This is an optimization exercise on Yosys and OpenROAD, whose aim is small area, not a production implementation. Only simulation tests tie the RTL to the original design; equivalence was not proved. In every run shown here, the design's own scripts or RTL, not TritonCTS, make the clock network. The clock port is modelled as an ideal driver, which makes a skipped or thinned clock tree look cheaper than it is; a real chip needs a root buffer or a tree. Power is estimated from default activity; no workload was simulated.

**flow/flow/run.sh**
```bash
#!/bin/bash
# Own layout flow: the standard flow (standard.sh) with
#  1. the standard synthesis, then its combinational logic re-mapped by ABC with
#     area-oriented scripts (every register cell, name and type is kept: the
#     registers are blackboxes to ABC); several runs of ABC's &deepsyn run in
#     parallel, in two rounds, and the smallest netlist is kept;
#  2. ports buffered with buf_1 (still one buffer per port);
#  3. a hand-built two-level clock tree (flow/manual_cts.tcl) instead of
#     TritonCTS.
# Each tool writes its full output to a log of its own in this folder.
set -euo pipefail
HERE=$(pwd)
PLAT=$FLOW_HOME/platforms/$FLOW_PLATFORM
LIB=$PLAT/lib/sky130_fd_sc_hd__tt_025C_1v80.lib
RES=$HERE/orfs/results/$FLOW_PLATFORM/ufa_top/base
VARS=("BUFFER_PORTS_ARGS=-buffer_cell sky130_fd_sc_hd__buf_1"
      "PRE_CTS_TCL=$HERE/flow/manual_cts.tcl")

# 1. standard synthesis up to the Yosys netlist
bash standard.sh "${VARS[@]}" "$RES/1_2_yosys.v" > log_1_synth.log 2>&1

# 2. re-map the combinational logic
python3 flow/genmodels.py "$LIB" cells_models.v > log_2_models.log 2>&1
DU=$(sed -n '/DONT_USE_CELLS/,/^$/p' $PLAT/config.mk | grep -o 'sky130_fd_sc_hd__[a-z0-9_]*' | sed 's/^/-dont_use /' | tr '\n' ' ')
cp "$RES/1_2_yosys.v" resyn_r0.v

# resyn IN OUT TAG ABC-LINES...: one ABC run on the combinational logic of IN
resyn() {
  local in=$1 out=$2 tag=$3; shift 3
  printf '%s\n' "$@" > "abc_$tag.script"
  cat > "resyn_$tag.ys" <<EOS
read_verilog cells_models.v
read_verilog $in
hierarchy -top $FLOW_TOP
flatten
techmap
opt -fast
opt_clean
abc -script $HERE/abc_$tag.script -liberty $LIB $DU
opt_clean -purge
splitnets
hilomap -singleton -hicell sky130_fd_sc_hd__conb_1 HI -locell sky130_fd_sc_hd__conb_1 LO
insbuf -buf sky130_fd_sc_hd__buf_1 A X
opt_clean -purge
rename -hide w:*.*
write_verilog -noattr -nohex -nodec $out
tee -q -o stat_$tag.txt stat -liberty $LIB
EOS
  yosys -s "resyn_$tag.ys" > "log_2_resyn_$tag.log" 2>&1 || true
}
area_of() { grep -h 'Chip area' "stat_$1.txt" 2>/dev/null | awk '{print $NF}' || true; }

# two rounds of four &deepsyn runs (two seeds, with and without two-input
# LUTs); each round starts from the smallest netlist so far, which is kept
best_in=resyn_r0.v; best_a=""
for round in 1 2; do
  tags=()
  for seed in 1 2; do
    for lut in n t; do
      s=$(( (round - 1) * 2 + seed ))
      tag=r${round}s${s}$lut
      tags+=($tag)
      opt=""; [[ $lut == t ]] && opt="-t"
      resyn $best_in resyn_$tag.v $tag strash ifraig dc2 '&get -n' '&st' \
        "&deepsyn -T 120 -S $s $opt" '&dch -f' '&nf -a -R 1000' '&put' topo &
    done
  done
  wait
  for tag in "${tags[@]}"; do
    a=$(area_of $tag)
    [[ -n "$a" && -s resyn_$tag.v ]] || continue
    if [[ -z "$best_a" ]] || awk -v a="$a" -v b="$best_a" 'BEGIN{exit !(a < b)}'; then
      best_in=resyn_$tag.v; best_a=$a
    fi
  done
  echo "after round $round: $best_in ($best_a)" >> resyn_choice.log
done
cp $best_in 1_2_yosys_resyn.v
cp 1_2_yosys_resyn.v "$RES/1_2_yosys.v"
rm -f "$RES/1_synth.odb" "$RES/1_synth.sdc"

# 3. the rest of the standard flow
bash standard.sh "${VARS[@]}" finish > log_3_layout.log 2>&1
```
**flow/flow/genmodels.py**
```python
#!/usr/bin/env python3
"""Write Verilog models of the combinational cells of a liberty file (sequential
cells become blackboxes), so that Yosys can flatten a mapped netlist into plain
logic while leaving every register cell untouched.
usage: genmodels.py LIB OUT"""
import re, sys
lib = open(sys.argv[1]).read()
out = []
for p in re.split(r'\n\s*cell \("', lib)[1:]:
    name = p[:p.index('"')]
    seq = ('ff (' in p) or ('latch (' in p) or ('statetable' in p)
    ins, outs = [], []
    for pn, pb in re.findall(r'pin \("(\w+)"\)\s*\{(.*?)\n\s{8}\}', p, re.S):
        d = re.search(r'direction : "?(\w+)"?', pb)
        if not d:
            continue
        if d.group(1) == 'input':
            ins.append(pn)
        elif d.group(1) == 'output':
            f = re.search(r'function : "(.*?)"', pb)
            outs.append((pn, f.group(1) if f else None))
    ins = list(dict.fromkeys(ins))
    outs = list({o: (o, f) for o, f in outs}.values())
    ports = ', '.join(ins + [o for o, _ in outs])
    decl = ''.join(f' input {i};\n' for i in ins)
    if seq or not outs or any(f is None for _, f in outs):
        out.append(f'(* blackbox *) module {name}({ports});\n{decl}'
                   + ''.join(f' output {o};\n' for o, _ in outs) + 'endmodule\n')
        continue
    body = ''
    for o, f in outs:
        g = f.replace('!', '~')
        g = re.sub(r"(\w+)'", r'~\1', g)
        g = re.sub(r'(\w|\))\s+(?=[\w(~])', r'\1 & ', g)
        body += f' output {o};\n assign {o} = {g};\n'
    out.append(f'module {name}({ports});\n{decl}{body}endmodule\n')
open(sys.argv[2], 'w').write('\n'.join(out))
```
**flow/flow/manual_cts.tcl**
```tcl
# manual clock tree: clk port -> one root buffer -> NL leaf buffers -> registers
proc manual_cts {root_master leaf_master nleaf} {
  set block [ord::get_db_block]
  set db [ord::get_db]
  set clknet [$block findNet clk]
  set sinks {}
  foreach it [$clknet getITerms] { lappend sinks $it }
  # sort sinks by x, split into nleaf groups of sorted-by-y columns
  set pts {}
  foreach it $sinks {
    set inst [$it getInst]
    set loc [$inst getLocation]
    lappend pts [list [lindex $loc 0] [lindex $loc 1] $it]
  }
  set pts [lsort -integer -index 0 $pts]
  set n [llength $pts]
  set groups {}
  set ncol [lindex $nleaf 0]; set nrow [lindex $nleaf 1]
  set percol [expr {int(ceil(double($n)/$ncol))}]
  for {set c 0} {$c < $ncol} {incr c} {
    set col [lrange $pts [expr {$c*$percol}] [expr {min($n,($c+1)*$percol)-1}]]
    set col [lsort -integer -index 1 $col]
    set m [llength $col]
    set per [expr {int(ceil(double($m)/$nrow))}]
    for {set r 0} {$r < $nrow} {incr r} {
      lappend groups [lrange $col [expr {$r*$per}] [expr {min($m,($r+1)*$per)-1}]]
    }
  }
  set rm [$db findMaster $root_master]
  set lm [$db findMaster $leaf_master]
  set sx 0; set sy 0
  foreach p $pts { incr sx [lindex $p 0]; incr sy [lindex $p 1] }
  set root [odb::dbInst_create $block $rm clkroot]
  $root setLocation [expr {$sx/$n}] [expr {$sy/$n}]
  $root setPlacementStatus PLACED
  [$root findITerm A] connect $clknet
  set rnet [odb::dbNet_create $block clknet_root]
  $rnet setSigType CLOCK
  [$root findITerm X] connect $rnet
  set gi 0
  foreach grp $groups {
    if {[llength $grp] == 0} continue
    set gx 0; set gy 0
    foreach p $grp { incr gx [lindex $p 0]; incr gy [lindex $p 1] }
    set k [llength $grp]
    set lb [odb::dbInst_create $block $lm clkleaf_$gi]
    $lb setLocation [expr {$gx/$k}] [expr {$gy/$k}]
    $lb setPlacementStatus PLACED
    [$lb findITerm A] connect $rnet
    set lnet [odb::dbNet_create $block clknet_leaf_$gi]
    $lnet setSigType CLOCK
    [$lb findITerm X] connect $lnet
    foreach p $grp { set it [lindex $p 2]; $it disconnect; $it connect $lnet }
    incr gi
  }
}

# Build the clock tree by hand: clk -> one clkbuf_8 -> nine clkbuf_8, each
# driving the registers of one region (3 columns x 3 rows, equal counts).
manual_cts sky130_fd_sc_hd__clkbuf_8 sky130_fd_sc_hd__clkbuf_8 {3 3}
set_propagated_clock [all_clocks]
# the tree is in place: the flow's TritonCTS call becomes a no-op
rename clock_tree_synthesis __tritoncts_not_used
proc clock_tree_synthesis {args} {
  puts "clock tree built by the PRE_CTS_TCL hook; TritonCTS not run"
}
```
**flow/standard.sh**
```bash
#!/bin/bash
# synth_recipe.tcl (not shown) runs the flow's synth.tcl, then flattens the netlist and writes it again
# the make line also repeats each setting of config.mk as NAME=value (left out here)
make -C /OpenROAD-flow-scripts/flow DESIGN_CONFIG=/design/flow/config.mk WORK_HOME=/design/flow/orfs CLKGATE_MAP_FILE= SYNTH_SCRIPT=/design/flow/synth_recipe.tcl "${@:-finish}"
```
**flow/config.mk**
```make
export PLATFORM = sky130hd
export DESIGN_NAME = ufa_top
export DESIGN_NICKNAME = ufa_top
export VERILOG_FILES = /design/flow/design.v
export SDC_FILE = /design/flow/constraint.sdc
export NUM_CORES = 4
export LEC_CHECK = 0
export CAP_MARGIN = 20
export CORE_MARGIN = 2
export CORE_UTILIZATION = 40
export SLEW_MARGIN = 20
```
**flow/constraint.sdc**
```tcl
create_clock -name core_clock -period 10.0 [get_ports {clk}]
set_input_delay 2.0000 -clock core_clock [delete_from_list [all_inputs] [get_ports {clk}]]
set_output_delay 2.0000 -clock core_clock [all_outputs]
set_load 0.01 [all_outputs]
```
**flow/design.v**
```verilog
module ufa_top (
  input             clk,
  input             rst,
  input             in_valid,
  output            in_ready,
  input      [1:0]  in_op,
  input      [7:0]  in_data,
  input      [31:0] in_now,
  output            out_valid,
  input             out_ready,
  output     [1:0]  out_kind,
  output     [31:0] out_data
);
  localparam [1:0] OP_FEED = 2'd0, OP_TICK = 2'd1, OP_LOCK = 2'd2;
  localparam [1:0] K_WAKE = 2'd0, K_TX = 2'd1, K_EVENT = 2'd2, K_DIAG = 2'd3;
  localparam [1:0] S_IDLE = 2'd0, S_DIAG = 2'd1, S_EVT = 2'd2, S_TX = 2'd3;
  localparam [1:0] F_LOCK = 2'd0, F_ACK = 2'd1, F_DISC = 2'd2, F_POLL = 2'd3;
  localparam [31:0] T_FRAME = 32'd10;
  localparam [31:0] T_POLL  = 32'd1800000;
  reg [5:0]  rx_len;
  reg [7:0]  h_cmd, h_src, h_seq, h_len;
  reg [7:0]  h_p;            
  reg        p_ov, p_90;     
  reg [7:0]  x_prev;         
  reg [7:0]  b_last;         
  reg [31:0] lbt;            
  reg [31:0] lp;             
  reg        lp_zero;        
  reg        discovered;
  reg [3:0]  ph;             
  reg        go;             
  reg        lpl;            
  reg        ba, ga, bb, gb;   
  reg [1:0]  st;
  reg [1:0]  ftype;
  reg [2:0]  k;              
  reg        poll_pend;
  reg        f_sum;          
  wire first   = (ph == 4'd0);
  wire last_ph = (ph == 4'd15);
  wire can     = (ph[2:0] == 3'd7);    
  wire idle    = (st == S_IDLE);
  wire vnow = first ? (in_valid & idle) : go;
  wire [1:0] nb = in_now[{ph, 1'b0} +: 2];
  wire [1:0] ka = T_FRAME[{ph, 1'b0} +: 2];
  wire [1:0] kb = T_POLL[{ph, 1'b0} +: 2];
  wire [1:0] ra = lbt[1:0];
  wire [1:0] rb = lp[1:0] & {2{~lp_zero}};
  wire [2:0] da = {1'b0, nb} - {1'b0, ra} - {2'b0, ba & ~first};
  wire [2:0] db = {1'b0, nb} - {1'b0, rb} - {2'b0, bb & ~first};
  wire ga0 = (da[0] != ka[0]) ? da[0] : (ga & ~first);
  wire ga1 = (da[1] != ka[1]) ? da[1] : ga0;
  wire gb0 = (db[0] != kb[0]) ? db[0] : (gb & ~first);
  wire gb1 = (db[1] != kb[1]) ? db[1] : gb0;
  wire [5:0] n = rx_len;
  wire ovf        = (n == 6'd0);           
  wire chk_short  = n < 6'd5;
  wire chk_sum    = f_sum;
  wire chk_size   = {3'd0, n} != ({1'b0, h_len} + 9'd5);
  wire c11 = (h_cmd == 8'h11);
  wire c30 = (h_cmd == 8'h30);
  wire c33 = (h_cmd == 8'h33);
  wire c37 = (h_cmd == 8'h37);
  wire c44 = (h_cmd == 8'h44);
  wire cot = ~(c11 | c30 | c33 | c37 | c44);
  wire chk_src_ok = (h_src == 8'hB0) || (h_src == 8'hB1 && c11);
  wire frame_ok   = !chk_short && !chk_sum && !chk_size && chk_src_ok;
  wire t_short = chk_short;
  wire t_sum   = ~chk_short & chk_sum;
  wire t_size  = ~chk_short & ~chk_sum & chk_size;
  wire t_src   = ~chk_short & ~chk_sum & ~chk_size & ~chk_src_ok;
  wire len0 = (h_len == 8'd0);
  wire len2 = (h_len[7:1] != 7'd0);
  wire r13 = (h_p == 8'h13);
  wire r90 = (h_p == 8'h90);
  wire q09 = ~p_ov & (h_p == 8'h09);
  wire q15 = ~p_ov & (h_p == 8'h15);
  wire q18 = ~p_ov & (h_p == 8'h18);
  wire q19 = ~p_ov & (h_p == 8'h19);
  wire q1B = ~p_ov & (h_p == 8'h1B);
  wire qA7 = ~p_ov & (h_p == 8'hA7);
  wire qFF = ~p_ov & (h_p == 8'hFF);
  wire q00 = ~p_ov & (h_p == 8'h00);
  wire q90 = p_ov & p_90;
  wire qslot = p_ov;
  wire qlock = q09 | q15 | q18 | q19 | q1B | qslot;
  wire qknown = qlock | qA7;
  wire v30 = frame_ok & c30;
  wire t_unksub = v30 & (len0 | ~qknown);
  wire t_cfg    = frame_ok & c37;
  wire t_unkcmd = frame_ok & cot;
  wire d_v = ovf | t_short | t_sum | t_size | t_src | t_unksub | t_cfg | t_unkcmd;
  wire e_status = frame_ok & c11 & ~len0 & (qFF | q00);
  wire e_lock   = v30 & ~len0 & qlock;
  wire e_bat    = v30 & ~len0 & qA7;
  wire e_disc   = frame_ok & c44;
  wire e_set    = frame_ok & c33;
  wire e_unk    = t_unkcmd | t_unksub;
  wire e_v = e_status | e_lock | e_bat | e_disc | e_set | e_unk;
  wire [1:0] c_reply = e_set ? F_ACK : (e_disc ? F_DISC : 2'd0);
  reg [7:0] tx_c;
  always @(*) begin
    case ({ftype, k})
      {F_LOCK, 3'd2}: tx_c = 8'h10;
      {F_LOCK, 3'd3}: tx_c = 8'hA0;
      {F_LOCK, 3'd5}: tx_c = 8'h01;
      {F_LOCK, 3'd7}: tx_c = 8'hB1;
      {F_ACK,  3'd2}: tx_c = 8'h33;
      {F_ACK,  3'd3}: tx_c = 8'hA1;
      {F_ACK,  3'd6}: tx_c = 8'h92;
      {F_DISC, 3'd2}: tx_c = 8'h44;
      {F_DISC, 3'd3}: tx_c = 8'hA1;
      {F_DISC, 3'd5}: tx_c = 8'h01;
      {F_DISC, 3'd7}: tx_c = 8'hE4;
      {F_POLL, 3'd2}: tx_c = 8'h11;
      {F_POLL, 3'd3}: tx_c = 8'hA0;
      {F_POLL, 3'd6}: tx_c = 8'hB1;
      default:        tx_c = 8'h00;
    endcase
  end
  wire m_tt  = poll_pend & (ftype == F_LOCK) & (k[2:1] == 2'b11);
  wire m_seq = (ftype == F_ACK  & (k == 3'd4 | k == 3'd6)) |
               (ftype == F_DISC & (k == 3'd4 | k == 3'd7));
  wire [7:0] tx_byte = tx_c ^ {8{m_tt}} ^ ({8{m_seq}} & h_seq);
  wire tx_last = (ftype == F_LOCK || ftype == F_DISC) ? (k == 3'd7) : (k == 3'd6);
  wire sd = (st == S_DIAG);
  wire se = (st == S_EVT);
  wire sx = (st == S_TX);
  wire wake = sx & (k[2:1] == 2'd0);
  wire o_ovf   = sd & ovf;
  wire o_short = sd & ~ovf & t_short;
  wire o_sum   = sd & t_sum;
  wire o_size  = sd & t_size;
  wire o_src   = sd & t_src;
  wire o_usub  = sd & t_unksub;
  wire o_cfg   = sd & t_cfg;
  wire o_ucmd  = sd & t_unkcmd;
  wire o_stat  = se & e_status;
  wire o_lock  = se & e_lock;
  wire o_bat   = se & e_bat;
  wire o_disc  = se & e_disc;
  wire o_set   = se & e_set;
  wire o_unk   = se & e_unk;
  wire o_unkany = o_ucmd | o_unk;
  wire o_tx    = sx & ~wake;
  wire o_slot  = o_lock & qslot & len2;
  reg [31:0] o_data;
  always @(*) begin
    o_data = 32'd0;
    o_data[0] = o_ovf | o_sum | o_src | o_usub | o_stat | o_bat | o_set;
    o_data[1] = o_short | o_sum | o_ucmd | o_usub | o_lock | o_bat | o_unk;
    o_data[2] = o_size | o_src | o_ucmd | o_usub | o_disc | o_set | o_unk;
    o_data[3] = o_cfg;
    if (wake) o_data[0] = ~k[0];
    o_data[4] = (o_usub & ~len0) | (o_stat & qFF) | (o_lock & (q90 | q18 | q19 | q09));
    o_data[5] = o_lock & (q15 | q18 | q19);
    o_data[6] = o_lock & (q1B | q09);
    o_data[7] = o_slot;
    o_data[15:8]  = ({8{o_ovf}} & 8'd40)
                  | ({8{o_short | o_size}} & {2'd0, n})
                  | ({8{o_sum | o_src | o_unkany | (o_usub & ~len0) | o_slot}} & x_prev);
    o_data[16] = o_lock & ~q09;
    o_data[17] = o_lock & (q15 | q18 | q1B);
    o_data[23:16] = o_data[23:16]
                  | ({8{o_sum | o_size | o_src | o_unkany}} & b_last);
    o_data[31:24] = {8{o_unkany}} & h_len;
    if (o_tx) o_data[7:0] = tx_byte;
  end
  wire       k0      = k[0];
  wire [1:0] mv_now  = {o_src | o_ucmd | o_unk, o_size | o_usub | o_slot | o_ucmd | o_unk};
  wire       mv_on   = (sd | se) & (k0 | can);
  wire [1:0] mv_code = k0 ? k[2:1] : mv_now;
  wire o_want = (sd & d_v) | (se & e_v) | sx;
  wire adv    = can & out_ready;            
  wire tok    = adv & (sx | k0);            
  assign out_valid = tok & o_want;
  assign out_kind  = sd ? K_DIAG : se ? K_EVENT : (wake ? K_WAKE : K_TX);
  assign out_data  = o_data;
  wire fd        = (n != 6'd0) & ga1;
  wire fvalid    = fd & frame_ok;
  wire disc_new  = discovered | fvalid;
  wire pf        = disc_new & ((fvalid & c44) | gb1);
  wire tick_wait = (in_op == OP_TICK) & pf & ~lpl;
  assign in_ready = last_ph & go & ~tick_wait;
  wire acc = in_valid & in_ready;
  wire acc_feed = acc & (in_op == OP_FEED);
  wire acc_tick = acc & (in_op == OP_TICK);
  wire acc_lock = acc & (in_op == OP_LOCK);
  wire ph_ld   = (ph[3] ^ (ph[2:0] == 3'd7)) & ~last_ph;
  wire feed_ld = go & ph_ld & (in_op == OP_FEED);
  wire [2:0] bi = ph[2:0] + 3'd1;
  wire ib      = in_data[bi];
  wire ld0 = feed_ld & (rx_len == 6'd0);
  wire ld1 = feed_ld & (rx_len == 6'd1);
  wire ld2 = feed_ld & (rx_len == 6'd2);
  wire ld3 = feed_ld & (rx_len == 6'd3);
  wire ld4 = feed_ld & (rx_len == 6'd4);
  wire ld5 = feed_ld & (rx_len == 6'd5);
  wire p_sel = (ph == 4'd7) ? (r13 | r90) : p_ov;
  always @(posedge clk) begin
    lbt <= {(vnow & (in_op == OP_FEED)) ? nb : lbt[1:0], lbt[31:2]};
    lp  <= {lpl ? nb : lp[1:0], lp[31:2]};
    h_cmd  <= {ld0 ? ib : h_cmd[0], h_cmd[7:1]};
    h_src  <= {ld1 ? ib : h_src[0], h_src[7:1]};
    h_seq  <= {ld2 ? ib : h_seq[0], h_seq[7:1]};
    h_len  <= {ld3 ? ib : h_len[0], h_len[7:1]};
    h_p    <= {(ld4 | (ld5 & p_sel)) ? ib : h_p[0], h_p[7:1]};
    if (ph == 4'd7 && ld4) p_ov <= 1'b0;
    if (ph == 4'd7 && ld5) begin
      p_ov <= r13 | r90;
      p_90 <= r90;
    end
    b_last <= {feed_ld ? ib :
               (mv_on & mv_code == 2'd1) ? h_len[0] :
               (mv_on & mv_code == 2'd2) ? h_cmd[0] :
               (mv_on & mv_code == 2'd3) ? h_seq[0] : b_last[0], b_last[7:1]};
    x_prev <= {feed_ld ? (x_prev[0] ^ b_last[0]) & (rx_len != 6'd0) :
               (mv_on & mv_code == 2'd1) ? h_p[0] :
               (mv_on & mv_code == 2'd2) ? h_src[0] :
               (mv_on & mv_code == 2'd3) ? h_cmd[0] : x_prev[0], x_prev[7:1]};
    ba <= da[2];
    bb <= db[2];
    ga <= ga1;
    gb <= gb1;
    if (first) go <= in_valid & idle;
    if (acc_lock) poll_pend <= in_data[0];
    if (acc_tick) poll_pend <= pf;
    if (ph_ld & idle) f_sum <= ((ph == 4'd7) ? 1'b0 : f_sum) | (x_prev[0] ^ b_last[0]);
  end
  always @(posedge clk) begin
    if (rst) begin
      ph         <= 4'd0;
      st         <= S_IDLE;
      k          <= 3'd0;
      rx_len     <= 6'd0;
      discovered <= 1'b0;
      lp_zero    <= 1'b1;
      lpl        <= 1'b0;
    end else begin
      ph <= ph + 4'd1;
      if (last_ph) lpl <= go & in_valid & tick_wait;
      case (st)
        S_IDLE: begin
          if (acc_feed) begin
            if (rx_len == 6'd39) begin
              rx_len <= 6'd0;
              st     <= S_DIAG;
            end else begin
              rx_len <= rx_len + 6'd1;
            end
          end
          if (acc_lock) begin
            ftype <= F_LOCK;
            st    <= S_TX;
          end
          if (acc_tick) begin
            discovered <= disc_new;
            if (pf) lp_zero <= 1'b0;
            if (fd) begin
              st <= S_DIAG;
            end else if (pf) begin
              ftype <= F_POLL;
              st    <= S_TX;
            end
          end
        end
        S_DIAG: begin
          if (can & ~k0)
            k <= {mv_now, 1'b1};
          else if (tok) begin
            k  <= 3'd0;
            st <= ovf ? S_IDLE : S_EVT;
          end
        end
        S_EVT: begin
          if (can & ~k0)
            k <= {mv_now, 1'b1};
          else if (tok) begin
            k      <= 3'd0;
            rx_len <= 6'd0;
            ftype  <= (c_reply != 2'd0) ? c_reply : F_POLL;
            st     <= ((c_reply != 2'd0) | poll_pend) ? S_TX : S_IDLE;
          end
        end
        S_TX: begin
          if (adv) begin
            k <= k + 3'd1;
            if (tx_last) begin
              k     <= 3'd0;
              ftype <= F_POLL;
              if (ftype == F_POLL || ftype == F_LOCK || !poll_pend)
                st <= S_IDLE;
            end
          end
        end
      endcase
    end
  end
endmodule
```
==> impl_metrics.json, run 1 <==
{
  "outcome": "complete, no violations",
  "startpoint": "in_now[9]",
  "ctsHoldBuffers": 0,
  "core_mm2": 0.0133,
  "worstPathArrival_ps": 4850,
  "die_h_um": 121,
  "drc": 0,
  "globalRouteOverflowTotal": 0,
  "maxCapViolations": 0,
  "leakage_uw": 0.00227,
  "tns_ps": 0,
  "slew-limit-headroom_pct": 30.8,
  "drive_gt1_share_pct": 1.77,
  "rsz0062_at_grt": "false",
  "synth_area_mm2": 0.00549,
  "die_area_mm2": 0.0147,
  "dp_hpwl_um": 10300,
  "maxSlewViolCount": 0,
  "critPathKind": "in -> out",
  "min_period_over_period_pct": 68.5,
  "period_needed_ps": 6850,
  "nNetsFinal": 726,
  "n_fill_cell": 1315,
  "path_max_fanout": 6,
  "hold_viol_final": 0,
  "vias": 4629,
  "ant_nets": 0,
  "drtIter0Drc": 324,
  "io_buffers": 79,
  "cp_slowest_stage_delay_ps": 600,
  "required_ps": 8000,
  "synth.avg_cell_area_um2": 9.32,
  "area_growth_syn_to_layout_pct": 12.1,
  "syn_inst": 589,
  "placed_cells": 844,
  "r2r_start": "rx_len[1]",
  "grt_pass1_vias": 4309,
  "reg2reg_setup_slack_ps": 5530,
  "skew_ps": 30.7,
  "via_per_inst": 5.42,
  "num_antenna_cells": 0,
  "finalSetupViolCount": 0,
  "drt-pass1-iter-count": 5,
  "cts_resized": 0,
  "max_freq_mhz": 146,
  "cp-start-kind": "input port",
  "placementRows": 42,
  "post-cts-setup-buffers": 0,
  "grt_max_degree": 18,
  "critPathCaptureType": "primary output",
  "power.density_mw_per_mm2": 158,
  "placed_area_mm2": 0.00601,
  "path_cells": "buf_1 -> o22a_1 -> o21ai_0 -> nor3_1 -> nor4_2 -> xnor2_1 -> or2_0 -> a31oi_1 -> a21oi_1 -> o21ba_1 -> a31oi_1 -> a32oi_1 -> nor2_1 -> a31oi_1 -> buf_1",
  "crit_family": "compound AO/OA/AOI/OAI gates",
  "critPathBufInv": 2,
  "gp_routability_congestion": 0.877,
  "cpMaxStageDelayCell": "nor4_2",
  "ys_warn_count": 1,
  "start_util_pct": 41.1,
  "worstMarginPinSlew_ps": 1030,
  "min-delay-start": "h_src[1]",
  "hold_class": "reg -> reg",
  "routedWlPerCell_um": 15.8,
  "drt_wl_total_um": 13500,
  "grt_pass1_wl_um": 21500,
  "grtUsageTotal_pct": 17.9,
  "clock_latency_ps": 420,
  "die_w_um": 121,
  "fin_area_mm2": 0.00615,
  "vdd_drop_max_v": 0.000165,
  "fin_cells": 854,
  "io_pins": 82,
  "worst_path_most_repeated_cell": "a31oi_1",
  "antenna_found_initial": 0,
  "clkSlewWorstSetupHoldPaths_ps": 120,
  "whs_ps": 325
}
## layout make-up
| class | count | area [µm²] | area share, % |
|---|---|---|---|
| Multi-Input combinational cell | 427 | 2400 | 39.1 |
| Buffer | 10 | 138 | 2.24 |
| Inverter | 12 | 45.0 | 0.732 |
| Timing Repair Buffer | 80 | 304 | 4.94 |
| Tap cell | 176 | 220 | 3.58 |
| Sequential cell | 149 | 3040 | 49.4 |
## routing by layer
| layer | vias up | track usage (%) | routed length, µm | part of all wire [%] |
|---|---|---|---|---|
| li1 | 2299 | - | - | - |
| met3 | 23 | 1.93 | 769 | 5.7 |
| met5 | - | 0 | 0 | 0 |
| met1 | 2166 | 26.3 | 6420 | 48 |
| met4 | 0 | 3.30 | 266 | 2.0 |
| met2 | 141 | 28.8 | 6050 | 45 |
## report_power, final
| part | total, µW | internal (µW) | switching (µW) |
|---|---|---|---|
| registers | 646 | 631 | 14.7 |
| clock network | 259 | 90.5 | 169 |
| logic | 69.5 | 28.4 | 41.1 |
## worst paths after layout
path / to / depth (start not counted)
worst max-delay path: in_ready / 15
worst min-delay path: h_src[0] / 0
worst max register to register: x_prev[7] / 17
worst min register to register: h_src[0] / 0
## state kept, by name, summed over array words and instances (netlist names), 2 cells and up
name / flops
h_len: 8
h_p: 8
h_src: 8
st: 2
ph: 4
k: 3
lbt: 32
lp: 32
rx_len: 6
h_cmd: 8
h_seq: 8
x_prev: 8
ftype: 2
b_last: 8
## per-stage QoR
stage,setup slack (ps),util [%],power [µW]
after floorplan,3470,-,702
after global placement,3010,45.0,724
after detailed placement,2870,45.0,727
after CTS,2870,46.1,983
after global routing,2830,46.1,1020
final,3150,46.1,975
## cells in the final DEF (no fill, tap or decap), types with 4 or more instances in the layout
cell and count:
dfxtp_1 143, buf_1 79, nor2_1 72, nand2_1 54, a21oi_1 36, o21ai_0 31, nor3_1 26, nand3_1 21
and2_0 17, and3_1 14, clkinv_1 12, nand2b_1 12, o22ai_1 12, nor2b_1 12, clkbuf_8 10, nor4_1 8
xnor2_1 8, xor2_1 8, a31oi_1 7, a211oi_1 6, edfxtp_1 6, a22o_1 5, nand4_1 5, or2_0 4
o211ai_1 4, a21o_1 4, a21boi_0 4, nor4b_1 4, o21bai_1 4, o31ai_1 4, or3_1 4
==> inputs of run 2 (changes only) <==
--- a/flow/flow/run.sh
+++ b/flow/flow/run.sh
@@ -5,3 +5,3 @@
 #     registers are blackboxes to ABC); several runs of ABC's &deepsyn run in
-#     parallel, in two rounds, and the smallest netlist is kept;
+#     parallel, in three rounds, and the smallest netlist is kept;
 #  2. ports buffered with buf_1 (still one buffer per port);
@@ -52,6 +52,9 @@
 
-# two rounds of four &deepsyn runs (two seeds, with and without two-input
-# LUTs); each round starts from the smallest netlist so far, which is kept
+# three rounds of four &deepsyn runs (two seeds, with and without two-input
+# LUTs): rounds 1 and 2 start from the standard netlist, round 3 from the
+# smallest netlist so far; the smallest netlist of all is kept
 best_in=resyn_r0.v; best_a=""
-for round in 1 2; do
+for round in 1 2 3; do
+  start=resyn_r0.v
+  [[ $round == 3 ]] && start=$best_in
   tags=()
@@ -63,4 +66,4 @@
       opt=""; [[ $lut == t ]] && opt="-t"
-      resyn $best_in resyn_$tag.v $tag strash ifraig dc2 '&get -n' '&st' \
-        "&deepsyn -T 120 -S $s $opt" '&dch -f' '&nf -a -R 1000' '&put' topo &
+      resyn $start resyn_$tag.v $tag strash ifraig dc2 '&get -n' '&st' \
+        "&deepsyn -T 60 -S $s $opt" '&dch -f' '&nf -a -R 1000' '&put' topo &
     done
--- a/flow/flow/manual_cts.tcl
+++ b/flow/flow/manual_cts.tcl
@@ -57,5 +57,5 @@
 
-# Build the clock tree by hand: clk -> one clkbuf_8 -> nine clkbuf_8, each
-# driving the registers of one region (3 columns x 3 rows, equal counts).
-manual_cts sky130_fd_sc_hd__clkbuf_8 sky130_fd_sc_hd__clkbuf_8 {3 3}
+# Build the clock tree by hand: clk -> one clkbuf_8 -> ten clkbuf_8, each
+# driving the registers of one region (5 columns x 2 rows, equal counts).
+manual_cts sky130_fd_sc_hd__clkbuf_8 sky130_fd_sc_hd__clkbuf_8 {5 2}
 set_propagated_clock [all_clocks]
==> impl_metrics.json, run 2 <==
{
  "ant_nets": 0,
  "finalSetupViolCount": 0,
  "hold_viol_final": 0,
  "path_max_fanout": 7,
  "rsz0062_at_grt": "false",
  "outcome": "complete, no violations",
  "maxSlewViolCount": 0,
  "synth_area_mm2": 0.00553,
  "worstMarginPinSlew_ps": 881,
  "grt_pass1_vias": 4375,
  "whs_path_depth": 0,
  "reg2reg_setup_slack_ps": 5540,
  "fin_area_mm2": 0.00621,
  "slew-limit-headroom_pct": 40.8,
  "critPathCaptureType": "primary output",
  "die_area_mm2": 0.0148,
  "required_ps": 8000,
  "maxCapViolations": 0,
  "area_growth_syn_to_layout_pct": 12.1,
  "dp_hpwl_um": 10100,
  "r2r_start": "h_cmd[6]",
  "synth.avg_cell_area_um2": 9.49,
  "cp_slowest_stage_delay_ps": 670,
  "skew_ps": 20.5,
  "clock_latency_ps": 420,
  "cts_resized": 0,
  "ys_warn_count": 1,
  "cp-start-kind": "input port",
  "drc": 0,
  "vdd_drop_max_v": 0.000169,
  "period_needed_ps": 7040,
  "die_w_um": 122,
  "io_buffers": 79,
  "nNetsFinal": 721,
  "clkSlewWorstSetupHoldPaths_ps": 100,
  "core_mm2": 0.0134,
  "min_to": "lbt[0]",
  "grtUsageTotal_pct": 17.9,
  "crit_family": "compound AO/OA/AOI/OAI gates",
  "drt_wl_total_um": 13400,
  "cpMaxStageDelayCell": "nor3_1",
  "vias": 4623,
  "worst-path-stages": 15,
  "post-cts-setup-buffers": 0,
  "placementRows": 42,
  "ctsHoldBuffers": 0,
  "drive_gt1_share_pct": 1.78,
  "critPathBufInv": 2,
  "final_common_cell": "dfxtp_1",
  "drt-pass1-iter-count": 5,
  "r2r_end": "x_prev[7]",
  "routedWlPerCell_um": 15.8,
  "r2r_cells": 12,
  "io_pins": 82,
  "max_freq_mhz": 142,
  "antenna_found_initial": 0,
  "power.density_mw_per_mm2": 157,
  "placed_area_mm2": 0.00605,
  "grt_pass1_wl_um": 21800,
  "gp_routability_congestion": 0.926,
  "reg.largest.list": "lbt x32, lp x32",
  "via_per_inst": 5.45,
  "hold_class": "reg -> reg",
  "syn_inst": 583,
  "grt_max_degree": 16,
  "n_fill_cell": 1329,
  "globalRouteOverflowTotal": 0,
  "min-delay-start": "lbt[2]",
  "start_util_pct": 41.3,
  "tns_ps": 0,
  "critPathKind": "in -> out",
  "leakage_uw": 0.00227,
  "path_cells": "buf_1 -> o22ai_1 -> nor3_1 -> o21ai_0 -> o41ai_1 -> nor3_1 -> xor2_1 -> nor2b_1 -> o21bai_1 -> a21oi_1 -> nand2_1 -> o21ai_0 -> a21oi_1 -> and2_0 -> buf_1",
  "total_power_uw": 972,
  "worstPathArrival_ps": 5040,
  "min_period_over_period_pct": 70.4,
  "final_cell_mix": "dfxtp_1, buf_1, nand2_1, nor2_1, o21ai_0",
  "num_antenna_cells": 0,
  "die_h_um": 122,
  "drtIter0Drc": 327
}
## run 2: final cells by class
cell class              count  area [µm²]  area share (%)
flip-flops and latches    149        3040            49.0
inverters                   8        30.0           0.484
plain buffers              11         151            2.44
repair buffers             80         304            4.90
multi-input cells         425        2460            39.6
well taps                 176         220            3.55
## run 2: stage by stage
step           utilization, %  hold WS [ps]  cells  setup WS [ps]
3_3_place_gp             45.2           311    838           3180
6_report                 46.3           319    849           2960
3_5_place_dp             45.2           312    838           3020
2_1_floorplan               -           310    584           3700
4_1_cts                  46.3           315    849           3020
5_1_grt                  46.3           322    849           2630
## run 2: power breakdown
group          leakage (µW)  internal, µW  switching (µW)
sequential          0.00122           629            13.1
clock             0.0000791          98.7             167
combinational      0.000970          26.6            38.2
## run 2: worst max path at each step
stage | startpoint | endpoint | slack, ps
floorplan | in_now[24] | in_ready | 3700
global placement | in_now[24] | in_ready | 3180
detailed placement | in_now[24] | in_ready | 3020
CTS | in_now[24] | in_ready | 3020
global route | in_now[24] | in_ready | 2630
finish | in_now[24] | in_ready | 2960
## run 2: worst reg2reg max path, stage by stage (launching register included)
cell and delay [ps]:
dfxtp_1 330, nor4b_1 440, nand3_1 300, o21ai_0 280, nand4_1 200, nor3_1 770, nand3_1 500, and2_0 330
or2_0 260, a32oi_1 320, mux2i_1 130, a211o_1 310, o41ai_1 110
## run 2: layer usage
layer	GRT usage (%)	up-vias	wire [µm]
met2	30.0	143	6020
met4	3.38	0	296
met3	2.15	20	720
met5	0	-	0
met1	25.2	2182	6360
li1	-	2278	-
==> inputs of run 3 (changes only) <==
--- a/flow/design.v
+++ b/flow/design.v
@@ -20,3 +20,5 @@
   reg [5:0]  rx_len;
-  reg [7:0]  h_cmd, h_src, h_seq, h_len;
+  reg [7:0]  h_cmd, h_len;
+  reg [7:0]  h_ss;
+  reg        bad_src;        
   reg [7:0]  h_p;            
@@ -65,3 +67,4 @@
   wire cot = ~(c11 | c30 | c33 | c37 | c44);
-  wire chk_src_ok = (h_src == 8'hB0) || (h_src == 8'hB1 && c11);
+  wire src_ok_now = (h_ss == 8'hB0) || (h_ss == 8'hB1 && c11);   
+  wire chk_src_ok = ~bad_src;
   wire frame_ok   = !chk_short && !chk_sum && !chk_size && chk_src_ok;
@@ -123,3 +126,3 @@
                (ftype == F_DISC & (k == 3'd4 | k == 3'd7));
-  wire [7:0] tx_byte = tx_c ^ {8{m_tt}} ^ ({8{m_seq}} & h_seq);
+  wire [7:0] tx_byte = tx_c ^ {8{m_tt}} ^ ({8{m_seq}} & h_ss);
   wire tx_last = (ftype == F_LOCK || ftype == F_DISC) ? (k == 3'd7) : (k == 3'd6);
@@ -190,4 +193,4 @@
   wire feed_ld = go & ph_ld & (in_op == OP_FEED);
-  wire [2:0] bi = ph[2:0] + 3'd1;
-  wire ib      = in_data[bi];
+  wire [7:0] in_rot = {in_data[0], in_data[7:1]};
+  wire ib      = in_rot[ph[2:0]];
   wire ld0 = feed_ld & (rx_len == 6'd0);
@@ -195,2 +198,3 @@
   wire ld2 = feed_ld & (rx_len == 6'd2);
+  wire ss_sel = (ph == 4'd7) ? src_ok_now : ~bad_src;
   wire ld3 = feed_ld & (rx_len == 6'd3);
@@ -203,4 +207,4 @@
     h_cmd  <= {ld0 ? ib : h_cmd[0], h_cmd[7:1]};
-    h_src  <= {ld1 ? ib : h_src[0], h_src[7:1]};
-    h_seq  <= {ld2 ? ib : h_seq[0], h_seq[7:1]};
+    h_ss   <= {(ld1 | (ld2 & ss_sel)) ? ib : h_ss[0], h_ss[7:1]};
+    if (ph == 4'd7 && ld2) bad_src <= ~src_ok_now;
     h_len  <= {ld3 ? ib : h_len[0], h_len[7:1]};
@@ -215,6 +219,6 @@
                (mv_on & mv_code == 2'd2) ? h_cmd[0] :
-               (mv_on & mv_code == 2'd3) ? h_seq[0] : b_last[0], b_last[7:1]};
+               (mv_on & mv_code == 2'd3) ? h_ss[0] : b_last[0], b_last[7:1]};
     x_prev <= {feed_ld ? (x_prev[0] ^ b_last[0]) & (rx_len != 6'd0) :
                (mv_on & mv_code == 2'd1) ? h_p[0] :
-               (mv_on & mv_code == 2'd2) ? h_src[0] :
+               (mv_on & mv_code == 2'd2) ? h_ss[0] :
                (mv_on & mv_code == 2'd3) ? h_cmd[0] : x_prev[0], x_prev[7:1]};
==> impl_metrics.json, run 3 <==
{
  "fin_cells": 859,
  "skew_ps": 18.7,
  "placed_cells": 848,
  "max_freq_mhz": 146,
  "dp_hpwl_um": 9900,
  "slew-limit-headroom_pct": 44.7,
  "clkSlewWorstSetupHoldPaths_ps": 100,
  "critPathCaptureType": "primary output",
  "startpoint": "in_now[30]",
  "synth_area_mm2": 0.00541,
  "met2_length_um": 6410,
  "final_common_cell": "dfxtp_1",
  "ant_nets": 0,
  "maxSlewViolCount": 0,
  "leakage_uw": 0.00212,
  "cp-start-kind": "input port",
  "grtUsageTotal_pct": 17.8,
  "die_area_mm2": 0.0145,
  "nNetsFinal": 731,
  "tns_ps": 0,
  "cts_resized": 0,
  "via_per_inst": 5.43,
  "worstPathArrival_ps": 4860,
  "ctsHoldBuffers": 0,
  "reg.largest.list": "lbt x32, lp x32",
  "regArea_mm2": 0.00291,
  "min_period_over_period_pct": 68.6,
  "wl_met3_um": 662,
  "area_growth_syn_to_layout_pct": 12.3,
  "hold_class": "reg -> reg",
  "grt_pass1_wl_um": 21600,
  "rsz0062_at_grt": "false",
  "r2r_start": "h_len[4]",
  "core_mm2": 0.0132,
  "vdd_drop_max_v": 0.000149,
  "drtIter0Drc": 323,
  "top_layer_used": "met4",
  "period_needed_ps": 6860,
  "power.density_mw_per_mm2": 178,
  "drt_wl_total_um": 13200,
  "start_util_pct": 40.9,
  "clock_latency_ps": 410,
  "drt-pass1-iter-count": 5,
  "antenna_found_initial": 0,
  "io_pins": 82,
  "worstMarginPinSlew_ps": 829,
  "post-cts-setup-buffers": 0,
  "routedWlPerCell_um": 15.3,
  "required_ps": 8000,
  "io_buffers": 79,
  "synth.avg_cell_area_um2": 9.11,
  "outcome": "complete, no violations",
  "vias": 4666,
  "num_antenna_cells": 0,
  "die_w_um": 120,
  "maxCapViolations": 0,
  "postLayoutSetupSlackWorst_ps": 3140,
  "multi_input_area_mm2": 0.00241,
  "final_cell_mix": "dfxtp_1, buf_1, nor2_1, nand2_1, a21oi_1",
  "wl_met1_um": 5860,
  "grt_max_degree": 18,
  "syn_inst": 594,
  "ys_warn_count": 1,
  "critPathKind": "in -> out",
  "grt_pass1_vias": 4405,
  "n_fill_cell": 1308,
  "placementRows": 42,
  "drive_gt1_share_pct": 1.61,
  "finalSetupViolCount": 0,
  "path_max_fanout": 4,
  "post-place-ws_ps": 3150,
  "min-delay-start": "lp[7]",
  "drc": 0,
  "globalRouteOverflowTotal": 0,
  "hold_viol_final": 0,
  "die_h_um": 120,
  "gp_routability_congestion": 0.888
}
## run 3: worst max-delay path, cell delays in order
cell      delay, ps
buf_1            90
a222oi_1        330
nand4_1         130
and4_1          290
xnor2_1         230
nand2_1          90
o21ai_0         160
xnor2_1         180
xnor2_1         130
a21oi_1          50
o21bai_1        180
and2_0          190
a21oi_1         260
nor3_1           80
nor3b_1         270
buf_1           190
## run 3: metrics by stage
stage	hold slack, ps	instance area, µm²	util, %	power [µW]
final	314	6070	45.9	1080
after floorplan	310	5410	-	775
after CTS	314	6070	45.9	1090
after global routing	329	6070	45.9	1140
after detailed placement	312	5920	44.7	834
after global placement	312	5920	44.7	829
## run 3: power by group
group / total [µW] / switching (µW) / internal, µW
combinational: 167 / 105 / 62.1
sequential: 656 / 32.6 / 623
clock: 260 / 162 / 98.6
## run 3: area by class of cell
type,count,share of cell area [%]
timing repair buffer,79,4.88
tap,176,3.63
sequential,142,48.0
buffer,11,2.49
inverter,21,1.30
multi-input combinational,430,39.8
## run 3: routing by layer
layer | vias up | GRT usage (%)
met5 | - | 0
met4 | 0 | 3.05
met2 | 101 | 31.3
met1 | 2233 | 23.4
li1 | 2316 | -
met3 | 16 | 2.74
## run 3: final timing paths
path / cells after the start / slack [ps] / to
setup / recovery: 16 / 3140 / in_ready
hold / removal: 0 / 310 / lp[5]
setup reg to reg: 17 / 5510 / x_prev[7]
hold reg to reg: 0 / 310 / lp[5]
==> inputs of run 4 (changes only) <==
--- a/flow/design.v
+++ b/flow/design.v
@@ -74,4 +74,4 @@
   wire t_src   = ~chk_short & ~chk_sum & ~chk_size & ~chk_src_ok;
-  wire len0 = (h_len == 8'd0);
-  wire len2 = (h_len[7:1] != 7'd0);
+  wire len0 = (n == 6'd5);
+  wire len2 = (n >= 6'd7);
   wire r13 = (h_p == 8'h13);
==> impl_metrics.json, run 4 <==
{
  "drt_wl_total_um": 13700,
  "hold_viol_final": 0,
  "r2r_start": "rx_len[0]",
  "hold_class": "reg -> reg",
  "multi_input_area_mm2": 0.00243,
  "total_power_uw": 940,
  "critPathCaptureType": "primary output",
  "cts_resized": 0,
  "post-cts-setup-buffers": 0,
  "maxSlewViolCount": 0,
  "seq_power_share_pct": 65.5,
  "synth_area_mm2": 0.00539,
  "drive_gt1_share_pct": 2.36,
  "max_freq_mhz": 149,
  "io_buffers": 79,
  "regArea_mm2": 0.00291,
  "nNetsFinal": 726,
  "cp-start-kind": "input port",
  "grt_pass1_wl_um": 22100,
  "slew-limit-headroom_pct": 41.8,
  "clkPwrFrac_pct": 28.3,
  "met2_usage_pct": 31.0,
  "maxCapViolations": 0,
  "met1_usage_pct": 26.0,
  "min-delay-start": "lp[14]",
  "grt_use_met3_pct": 1.71,
  "reg.largest.list": "lbt x32, lp x32",
  "min_to": "lp[12]",
  "die_area_mm2": 0.0144,
  "vias": 4655,
  "whs_ps": 305,
  "num_antenna_cells": 0,
  "p_comb_share_pct": 6.2,
  "outcome": "complete, no violations",
  "dp_hpwl_um": 10300,
  "grt_max_degree": 17,
  "syn_inst": 587,
  "final_cell_mix": "dfxtp_1, buf_1, nor2_1, nand2_1, a21oi_1",
  "globalRouteOverflowTotal": 0,
  "gr-max-usage-layer": "met2",
  "leakage_uw": 0.00214,
  "clkSlewWorstSetupHoldPaths_ps": 110,
  "required_ps": 8000,
  "ys_warn_count": 1,
  "worstPathArrival_ps": 4700,
  "whs_path_depth": 0,
  "drtIter0Drc": 263,
  "clock_latency_ps": 420,
  "die_w_um": 120,
  "ctsHoldBuffers": 0,
  "switching_share_pct": 22.7,
  "drc": 0,
  "finalSetupViolCount": 0,
  "tns_ps": 0,
  "skew_ps": 30.2,
  "r2r_end": "b_last[7]",
  "p_switching_uw": 214,
  "rsz0062_at_grt": "false",
  "n_fill_cell": 1322,
  "internal-power_uw": 726,
  "power.density_mw_per_mm2": 155,
  "worstMarginPinSlew_ps": 864,
  "placementRows": 42,
  "gp_routability_congestion": 0.910,
  "vdd_drop_max_v": 0.000143,
  "r2r_cells": 15,
  "reg2reg_setup_slack_ps": 5520,
  "antenna_found_initial": 0,
  "ant_nets": 0,
  "grtUsageTotal_pct": 18.7,
  "final_core_util_pct": 46.1,
  "min_period_over_period_pct": 67.0,
  "via_per_inst": 5.45,
  "synth.avg_cell_area_um2": 9.18,
  "io_pins": 82,
  "die_h_um": 120,
  "start_util_pct": 40.9,
  "final_common_cell": "dfxtp_1",
  "period_needed_ps": 6700,
  "core_mm2": 0.0132,
  "routedWlPerCell_um": 16.1,
  "critPathKind": "in -> out",
  "drt-pass1-iter-count": 5,
  "grt_pass1_vias": 4456,
  "area_growth_syn_to_layout_pct": 12.7,
  "path_max_fanout": 7
}
run 4: changes by cell type in the layout (fill, tap and decap cells not counted), sizes merged, moves of 8 or more:
cell,delta
a21oi,-12
nand2,+10
nand4,-9
o22ai,+9
nor2,+8
clkinv,-9
run 4: power by group through the flow:
stage               Combinational (µW)  Clock (µW)  Sequential (µW)
global route                      65.7         292              620
floorplan                         41.7           0              623
global placement                  57.1           0              629
finish                            58.6         266              616
detailed placement                59.0           0              629
CTS                               59.0         276              616
run 4: stage by stage:
| step | instance area, µm² | std cells | setup WS (ps) |
|---|---|---|---|
| after floorplan | 5390 | 588 | 3720 |
| after global placement | 5920 | 843 | 3360 |
| after detailed placement | 5920 | 843 | 3290 |
| after CTS | 6070 | 854 | 3290 |
| after global routing | 6070 | 854 | 2990 |
| final | 6070 | 854 | 3300 |
run 4: cell type report:
type,instances,share of cell area [%]
buffer,11,2.49
inverter,12,0.742
multi-input combinational,432,40.1
sequential,142,48.0
tap,176,3.63
timing repair buffer,81,5.13
run 4: worst max path at each step:
stage,from,endpoint,slack [ps],cells past startpoint
final,in_now[25],in_ready,3300,15
after global routing,in_now[25],in_ready,2990,15
after global placement,in_now[25],in_ready,3360,15
after detailed placement,in_now[29],in_ready,3290,14
after floorplan,in_now[25],in_ready,3720,13
after CTS,in_now[25],in_ready,3290,15
run 4: per-layer routing:
metal	vias to the layer above	wire length, µm
met5	-	0
li1	2275	-
met1	2208	6190
met3	25	836
met2	147	6300
met4	0	393
run 4: worst max-delay path, stage by stage:
cell and delay (ps):
buf_1 70, mux4_2 450, nand2_1 70, o21ai_0 70, nor2_1 400, xnor2_1 190
xnor2_1 130, a21oi_1 50, o21bai_1 170, and2_0 220, a32oi_1 350, nor2_1 110
nand3b_1 110, and3_1 160, buf_1 150
==> inputs of run 5 (changes only) <==
--- a/flow/design.v
+++ b/flow/design.v
@@ -15,2 +15,9 @@
   localparam [1:0] K_WAKE = 2'd0, K_TX = 2'd1, K_EVENT = 2'd2, K_DIAG = 2'd3;
+  localparam [3:0] D_OVERFLOW = 4'd1, D_TOO_SHORT = 4'd2, D_CHECKSUM = 4'd3,
+                   D_SIZE = 4'd4, D_SOURCE = 4'd5, D_UNK_CMD = 4'd6,
+                   D_UNK_SUB = 4'd7, D_CONFIG = 4'd8;
+  localparam [3:0] E_STATUS = 4'd1, E_LOCK = 4'd2, E_LOW_BAT = 4'd3,
+                   E_DISCOVERY = 4'd4, E_SETTING = 4'd5, E_UNKNOWN = 4'd6;
+  localparam [2:0] LS_PIN = 3'd0, LS_NFC = 3'd1, LS_USER = 3'd2, LS_SELF = 3'd3,
+                   LS_TIMEOUT = 3'd4, LS_JAM = 3'd5;
   localparam [1:0] S_IDLE = 2'd0, S_DIAG = 2'd1, S_EVT = 2'd2, S_TX = 2'd3;
@@ -32,3 +39,3 @@
   reg [3:0]  ph;             
-  reg        go;             
+  reg        armed;          
   reg        lpl;            
@@ -39,11 +46,7 @@
   reg        poll_pend;
-  reg        f_sum;          
-  wire first   = (ph == 4'd0);
-  wire last_ph = (ph == 4'd15);
-  wire can     = (ph[2:0] == 3'd7);    
-  wire idle    = (st == S_IDLE);
-  wire vnow = first ? (in_valid & idle) : go;
-  wire [1:0] nb = in_now[{ph, 1'b0} +: 2];
+  reg [1:0] nb;
+  always @(*) nb = in_now[{ph, 1'b0} +: 2];
   wire [1:0] ka = T_FRAME[{ph, 1'b0} +: 2];
   wire [1:0] kb = T_POLL[{ph, 1'b0} +: 2];
+  wire       first = (ph == 4'd0);
   wire [1:0] ra = lbt[1:0];
@@ -59,3 +62,3 @@
   wire chk_short  = n < 6'd5;
-  wire chk_sum    = f_sum;
+  wire chk_sum    = x_prev != b_last;
   wire chk_size   = {3'd0, n} != ({1'b0, h_len} + 9'd5);
@@ -76,4 +79,2 @@
   wire len2 = (n >= 6'd7);
-  wire r13 = (h_p == 8'h13);
-  wire r90 = (h_p == 8'h90);
   wire q09 = ~p_ov & (h_p == 8'h09);
@@ -86,5 +87,5 @@
   wire q00 = ~p_ov & (h_p == 8'h00);
-  wire q90 = p_ov & p_90;
-  wire qslot = p_ov;
-  wire qlock = q09 | q15 | q18 | q19 | q1B | qslot;
+  wire qpin = p_ov & ~p_90;
+  wire qnfc = p_ov & p_90;
+  wire qlock = q09 | q15 | q18 | q19 | q1B | qpin | qnfc;
   wire qknown = qlock | qA7;
@@ -148,3 +149,3 @@
   wire o_tx    = sx & ~wake;
-  wire o_slot  = o_lock & qslot & len2;
+  wire o_slot  = o_lock & p_ov & len2;
   reg [31:0] o_data;
@@ -157,3 +158,3 @@
     if (wake) o_data[0] = ~k[0];
-    o_data[4] = (o_usub & ~len0) | (o_stat & qFF) | (o_lock & (q90 | q18 | q19 | q09));
+    o_data[4] = (o_usub & ~len0) | (o_stat & qFF) | (o_lock & (qnfc | q18 | q19 | q09));
     o_data[5] = o_lock & (q15 | q18 | q19);
@@ -163,7 +164,13 @@
                   | ({8{o_short | o_size}} & {2'd0, n})
-                  | ({8{o_sum | o_src | o_unkany | (o_usub & ~len0) | o_slot}} & x_prev);
-    o_data[16] = o_lock & ~q09;
+                  | ({8{o_sum}} & x_prev)
+                  | ({8{o_src}} & h_ss)
+                  | ({8{o_usub & ~len0 | o_slot}} & h_p)
+                  | ({8{o_unkany}} & h_cmd);
+    o_data[16] = o_lock & (q15 | q18 | q19 | q1B | qpin | qnfc);
     o_data[17] = o_lock & (q15 | q18 | q1B);
     o_data[23:16] = o_data[23:16]
-                  | ({8{o_sum | o_size | o_src | o_unkany}} & b_last);
+                  | ({8{o_sum}} & b_last)
+                  | ({8{o_size}} & h_len)
+                  | ({8{o_src}} & h_cmd)
+                  | ({8{o_unkany}} & h_ss);
     o_data[31:24] = {8{o_unkany}} & h_len;
@@ -171,19 +178,18 @@
   end
-  wire       k0      = k[0];
-  wire [1:0] mv_now  = {o_src | o_ucmd | o_unk, o_size | o_usub | o_slot | o_ucmd | o_unk};
-  wire       mv_on   = (sd | se) & (k0 | can);
-  wire [1:0] mv_code = k0 ? k[2:1] : mv_now;
-  wire o_want = (sd & d_v) | (se & e_v) | sx;
-  wire adv    = can & out_ready;            
-  wire tok    = adv & (sx | k0);            
-  assign out_valid = tok & o_want;
-  assign out_kind  = sd ? K_DIAG : se ? K_EVENT : (wake ? K_WAKE : K_TX);
+  wire       o_valid = (sd & d_v) | (se & e_v) | sx;
+  wire [1:0] o_kind  = sd ? K_DIAG : se ? K_EVENT : (wake ? K_WAKE : K_TX);
+  assign out_valid = o_valid;
+  assign out_kind  = o_kind;
   assign out_data  = o_data;
-  wire fd        = (n != 6'd0) & ga1;
-  wire fvalid    = fd & frame_ok;
-  wire disc_new  = discovered | fvalid;
-  wire pf        = disc_new & ((fvalid & c44) | gb1);
+  wire out_fire = o_valid & out_ready;
+  wire idle     = (st == S_IDLE);
+  wire last_ph  = (ph == 4'd15);
+  wire vnow = first ? in_valid : armed;
   wire tick_wait = (in_op == OP_TICK) & pf & ~lpl;
-  assign in_ready = last_ph & go & ~tick_wait;
+  assign in_ready = idle & last_ph & armed & ~tick_wait;
   wire acc = in_valid & in_ready;
+  wire fd       = (n != 6'd0) & ga1;
+  wire fvalid   = fd & frame_ok;
+  wire disc_new = discovered | fvalid;
+  wire pf       = disc_new & ((fvalid & (h_cmd == 8'h44)) | gb1);
   wire acc_feed = acc & (in_op == OP_FEED);
@@ -191,14 +197,2 @@
   wire acc_lock = acc & (in_op == OP_LOCK);
-  wire ph_ld   = (ph[3] ^ (ph[2:0] == 3'd7)) & ~last_ph;
-  wire feed_ld = go & ph_ld & (in_op == OP_FEED);
-  wire [7:0] in_rot = {in_data[0], in_data[7:1]};
-  wire ib      = in_rot[ph[2:0]];
-  wire ld0 = feed_ld & (rx_len == 6'd0);
-  wire ld1 = feed_ld & (rx_len == 6'd1);
-  wire ld2 = feed_ld & (rx_len == 6'd2);
-  wire ss_sel = (ph == 4'd7) ? src_ok_now : ~bad_src;
-  wire ld3 = feed_ld & (rx_len == 6'd3);
-  wire ld4 = feed_ld & (rx_len == 6'd4);
-  wire ld5 = feed_ld & (rx_len == 6'd5);
-  wire p_sel = (ph == 4'd7) ? (r13 | r90) : p_ov;
   always @(posedge clk) begin
@@ -206,20 +200,2 @@
     lp  <= {lpl ? nb : lp[1:0], lp[31:2]};
-    h_cmd  <= {ld0 ? ib : h_cmd[0], h_cmd[7:1]};
-    h_ss   <= {(ld1 | (ld2 & ss_sel)) ? ib : h_ss[0], h_ss[7:1]};
-    if (ph == 4'd7 && ld2) bad_src <= ~src_ok_now;
-    h_len  <= {ld3 ? ib : h_len[0], h_len[7:1]};
-    h_p    <= {(ld4 | (ld5 & p_sel)) ? ib : h_p[0], h_p[7:1]};
-    if (ph == 4'd7 && ld4) p_ov <= 1'b0;
-    if (ph == 4'd7 && ld5) begin
-      p_ov <= r13 | r90;
-      p_90 <= r90;
-    end
-    b_last <= {feed_ld ? ib :
-               (mv_on & mv_code == 2'd1) ? h_len[0] :
-               (mv_on & mv_code == 2'd2) ? h_cmd[0] :
-               (mv_on & mv_code == 2'd3) ? h_ss[0] : b_last[0], b_last[7:1]};
-    x_prev <= {feed_ld ? (x_prev[0] ^ b_last[0]) & (rx_len != 6'd0) :
-               (mv_on & mv_code == 2'd1) ? h_p[0] :
-               (mv_on & mv_code == 2'd2) ? h_ss[0] :
-               (mv_on & mv_code == 2'd3) ? h_cmd[0] : x_prev[0], x_prev[7:1]};
     ba <= da[2];
@@ -228,6 +204,28 @@
     gb <= gb1;
-    if (first) go <= in_valid & idle;
+    if (first) armed <= in_valid;
+    if (acc_feed) begin
+      case (rx_len)
+        6'd0: h_cmd <= in_data;
+        6'd1: h_ss <= in_data;
+        6'd2: begin
+          bad_src <= ~src_ok_now;
+          if (src_ok_now) h_ss <= in_data;
+        end
+        6'd3: h_len <= in_data;
+        6'd4: begin
+          h_p  <= in_data;
+          p_ov <= 1'b0;
+        end
+        6'd5: if (h_p == 8'h13 || h_p == 8'h90) begin
+          h_p  <= in_data;
+          p_ov <= 1'b1;
+          p_90 <= h_p[7];
+        end
+        default: ;
+      endcase
+      b_last <= in_data;
+      x_prev <= (rx_len == 6'd0) ? 8'd0 : (x_prev ^ b_last);
+    end
     if (acc_lock) poll_pend <= in_data[0];
     if (acc_tick) poll_pend <= pf;
-    if (ph_ld & idle) f_sum <= ((ph == 4'd7) ? 1'b0 : f_sum) | (x_prev[0] ^ b_last[0]);
   end
@@ -244,3 +242,3 @@
       ph <= ph + 4'd1;
-      if (last_ph) lpl <= go & in_valid & tick_wait;
+      if (last_ph) lpl <= idle & armed & in_valid & tick_wait;
       case (st)
@@ -271,14 +269,7 @@
         S_DIAG: begin
-          if (can & ~k0)
-            k <= {mv_now, 1'b1};
-          else if (tok) begin
-            k  <= 3'd0;
+          if (out_ready)
             st <= ovf ? S_IDLE : S_EVT;
-          end
         end
         S_EVT: begin
-          if (can & ~k0)
-            k <= {mv_now, 1'b1};
-          else if (tok) begin
-            k      <= 3'd0;
+          if (out_ready) begin
             rx_len <= 6'd0;
@@ -289,3 +280,3 @@
         S_TX: begin
-          if (adv) begin
+          if (out_ready) begin
             k <= k + 3'd1;
==> impl_metrics.json, run 5 <==
{
  "routedWlPerCell_um": 17.3,
  "final_core_util_pct": 45.5,
  "critPathBufInv": 3,
  "grt_pass1_vias": 4790,
  "cp-start-kind": "input port",
  "skew_ps": 20.2,
  "drtIter0Drc": 453,
  "switching_share_pct": 22.0,
  "hold_viol_final": 0,
  "internal-power_uw": 746,
  "grt_pass1_wl_um": 24200,
  "drt-pass1-iter-count": 6,
  "maxSlewViolCount": 0,
  "clock_latency_ps": 400,
  "worstPathArrival_ps": 5160,
  "globalRouteOverflowTotal": 0,
  "placementRows": 44,
  "p_switching_uw": 211,
  "outcome": "complete, no violations",
  "die_w_um": 125,
  "drc": 0,
  "crit_family": "simple AND/OR/NAND/NOR gates",
  "required_ps": 8000,
  "drt_wl_total_um": 14900,
  "placed_cells": 852,
  "syn_inst": 585,
  "grtUsageTotal_pct": 18.6,
  "leakage_uw": 0.00223,
  "slew-limit-headroom_pct": 34.0,
  "cpMaxStageDelayCell": "nor4_1",
  "clkPwrFrac_pct": 27.9,
  "reg.largest.list": "lbt x32, lp x32",
  "io_pins": 82,
  "power.density_mw_per_mm2": 146,
  "final_cell_mix": "dfxtp_1, nand2_1, buf_1, nor2_1, edfxtp_1",
  "critPathCaptureType": "primary output",
  "synth.avg_cell_area_um2": 9.95,
  "worstMarginPinSlew_ps": 981,
  "cts_resized": 0,
  "grt_max_degree": 24,
  "io_buffers": 79,
  "die_area_mm2": 0.0155,
  "via_per_inst": 5.61,
  "path_cells": "buf_1 -> o211ai_1 -> nor3_1 -> nor4_1 -> xnor2_1 -> xor2_1 -> a21oi_1 -> o21bai_1 -> nor2b_1 -> clkinv_1 -> nor3_1 -> o21ai_0 -> and2_0 -> nor2_1 -> a31oi_1 -> buf_1",
  "tns_ps": 0,
  "synth_area_mm2": 0.00582,
  "ant_nets": 0,
  "drive_gt1_share_pct": 2.65,
  "area_growth_syn_to_layout_pct": 12.4,
  "final_common_cell": "dfxtp_1",
  "post-cts-setup-buffers": 0,
  "ctsHoldBuffers": 0,
  "start_util_pct": 40.5,
  "gp_routability_congestion": 0.897,
  "path_max_fanout": 6,
  "rsz0062_at_grt": "false",
  "vias": 4844,
  "period_needed_ps": 7160,
  "antenna_found_initial": 1,
  "clkSlewWorstSetupHoldPaths_ps": 100,
  "critPathKind": "in -> out",
  "dp_hpwl_um": 11000,
  "min_period_over_period_pct": 71.6,
  "maxCapViolations": 0,
  "cp_slowest_stage_delay_ps": 830,
  "fin_cells": 863,
  "seq_power_share_pct": 66.3,
  "nNetsFinal": 727,
  "ys_warn_count": 1,
  "num_antenna_cells": 0,
  "die_h_um": 125,
  "hold_class": "reg -> reg",
  "p_comb_share_pct": 5.8,
  "max_freq_mhz": 140,
  "core_mm2": 0.0144,
  "total_power_uw": 957,
  "vdd_drop_max_v": 0.0000661,
  "finalSetupViolCount": 0
}
run 5: power by group through the flow:
stage | clock network, µW | registers (µW) | logic [µW]
6_report | 267 | 634 | 55.4
5_1_grt | 297 | 638 | 63.9
4_1_cts | 277 | 635 | 55.4
3_5_place_dp | 0 | 648 | 55.0
3_3_place_gp | 0 | 646 | 53.3
2_1_floorplan | 0 | 644 | 37.0
run 5: path summary, 6_finish.rpt:
kind                             endpoint       start  slack [ps]  depth (start not counted)
worst min-delay path                lp[8]      lp[10]         320                          0
worst min register to register      lp[8]      lp[10]         320                          0
worst max-delay path             in_ready  in_now[25]        2840                         16
worst max register to register  poll_pend       ph[0]        5800                         16
run 5: routing by layer:
| metal | GRT usage [%] | share of wire, % |
|---|---|---|
| met2 | 30.6 | 45 |
| met1 | 26.9 | 45 |
| met3 | 2.15 | 7.6 |
| met5 | 0 | 0 |
| met4 | 3.57 | 1.9 |
run 5: worst register-to-register path, cell delays in order (launching register included):
cell      delay (ps)
dfxtp_1          390
or2_0            400
o211ai_1         250
nor3_1            90
nor4_1           840
xnor2_1          210
xor2_1           210
a21oi_1          120
o21bai_1         130
nor2b_1          200
clkinv_1         100
nor3_1           230
o21ai_0          110
and2_0           210
nor2_1           190
nor2b_1          110
o21bai_1         170
run 5: metrics by stage:
step,cell area [µm²],hold WS (ps),worst slack [ps]
after floorplan,5820,310,3460
after global placement,6380,311,2960
after detailed placement,6380,312,2860
after CTS,6540,328,2850
after global routing,6540,337,2420
final,6540,323,2840
run 5: layout make-up:
class | count | area, µm²
Sequential cell | 141 | 3360
Buffer | 11 | 151
Inverter | 12 | 45.0
Tap cell | 184 | 230
Timing Repair Buffer | 84 | 334
Multi-Input combinational cell | 431 | 2410
Fill cell | 1385 | 7830

port drivers added, routing unchanged:
In the flow no input, the clock included, has a driving cell. The finished layouts below were timed again as built, in two steps. Step 1 (the two cells are an assumption about what drives the block):
set clk [get_ports {clk}]
set_driving_cell -lib_cell sky130_fd_sc_hd__clkbuf_16 $clk
set_driving_cell -lib_cell sky130_fd_sc_hd__buf_2 [delete_from_list [all_inputs] $clk]
Step 2 also shifts input and output timing later by t, the mid clock arrival at the registers, as if the neighbouring blocks saw the same clock. a / b / c = ideal / step 1 / step 2; a / b = the first two.
| run | t, ns | setup slack, ns | worst data-port slew with drivers (ns) |
|---|---|---|---|
| run 1 | 0.432 | 3.147 / 3.126 / 3.126 | 0.04 |
| run 2 | 0.439 | 2.956 / 2.925 / 2.925 | 0.05 |
| run 3 | 0.433 | 3.145 / 3.124 / 3.124 | 0.05 |
| run 4 | 0.443 | 3.297 / 3.275 / 3.275 | 0.04 |
| run 5 | 0.426 | 2.840 / 2.818 / 2.818 | 0.04 |
After both steps setup and hold are still met in every run listed. For run 2, which loses most, drivers alone change the setup slack by -0.031 ns; drivers and shift together by -0.031 ns.
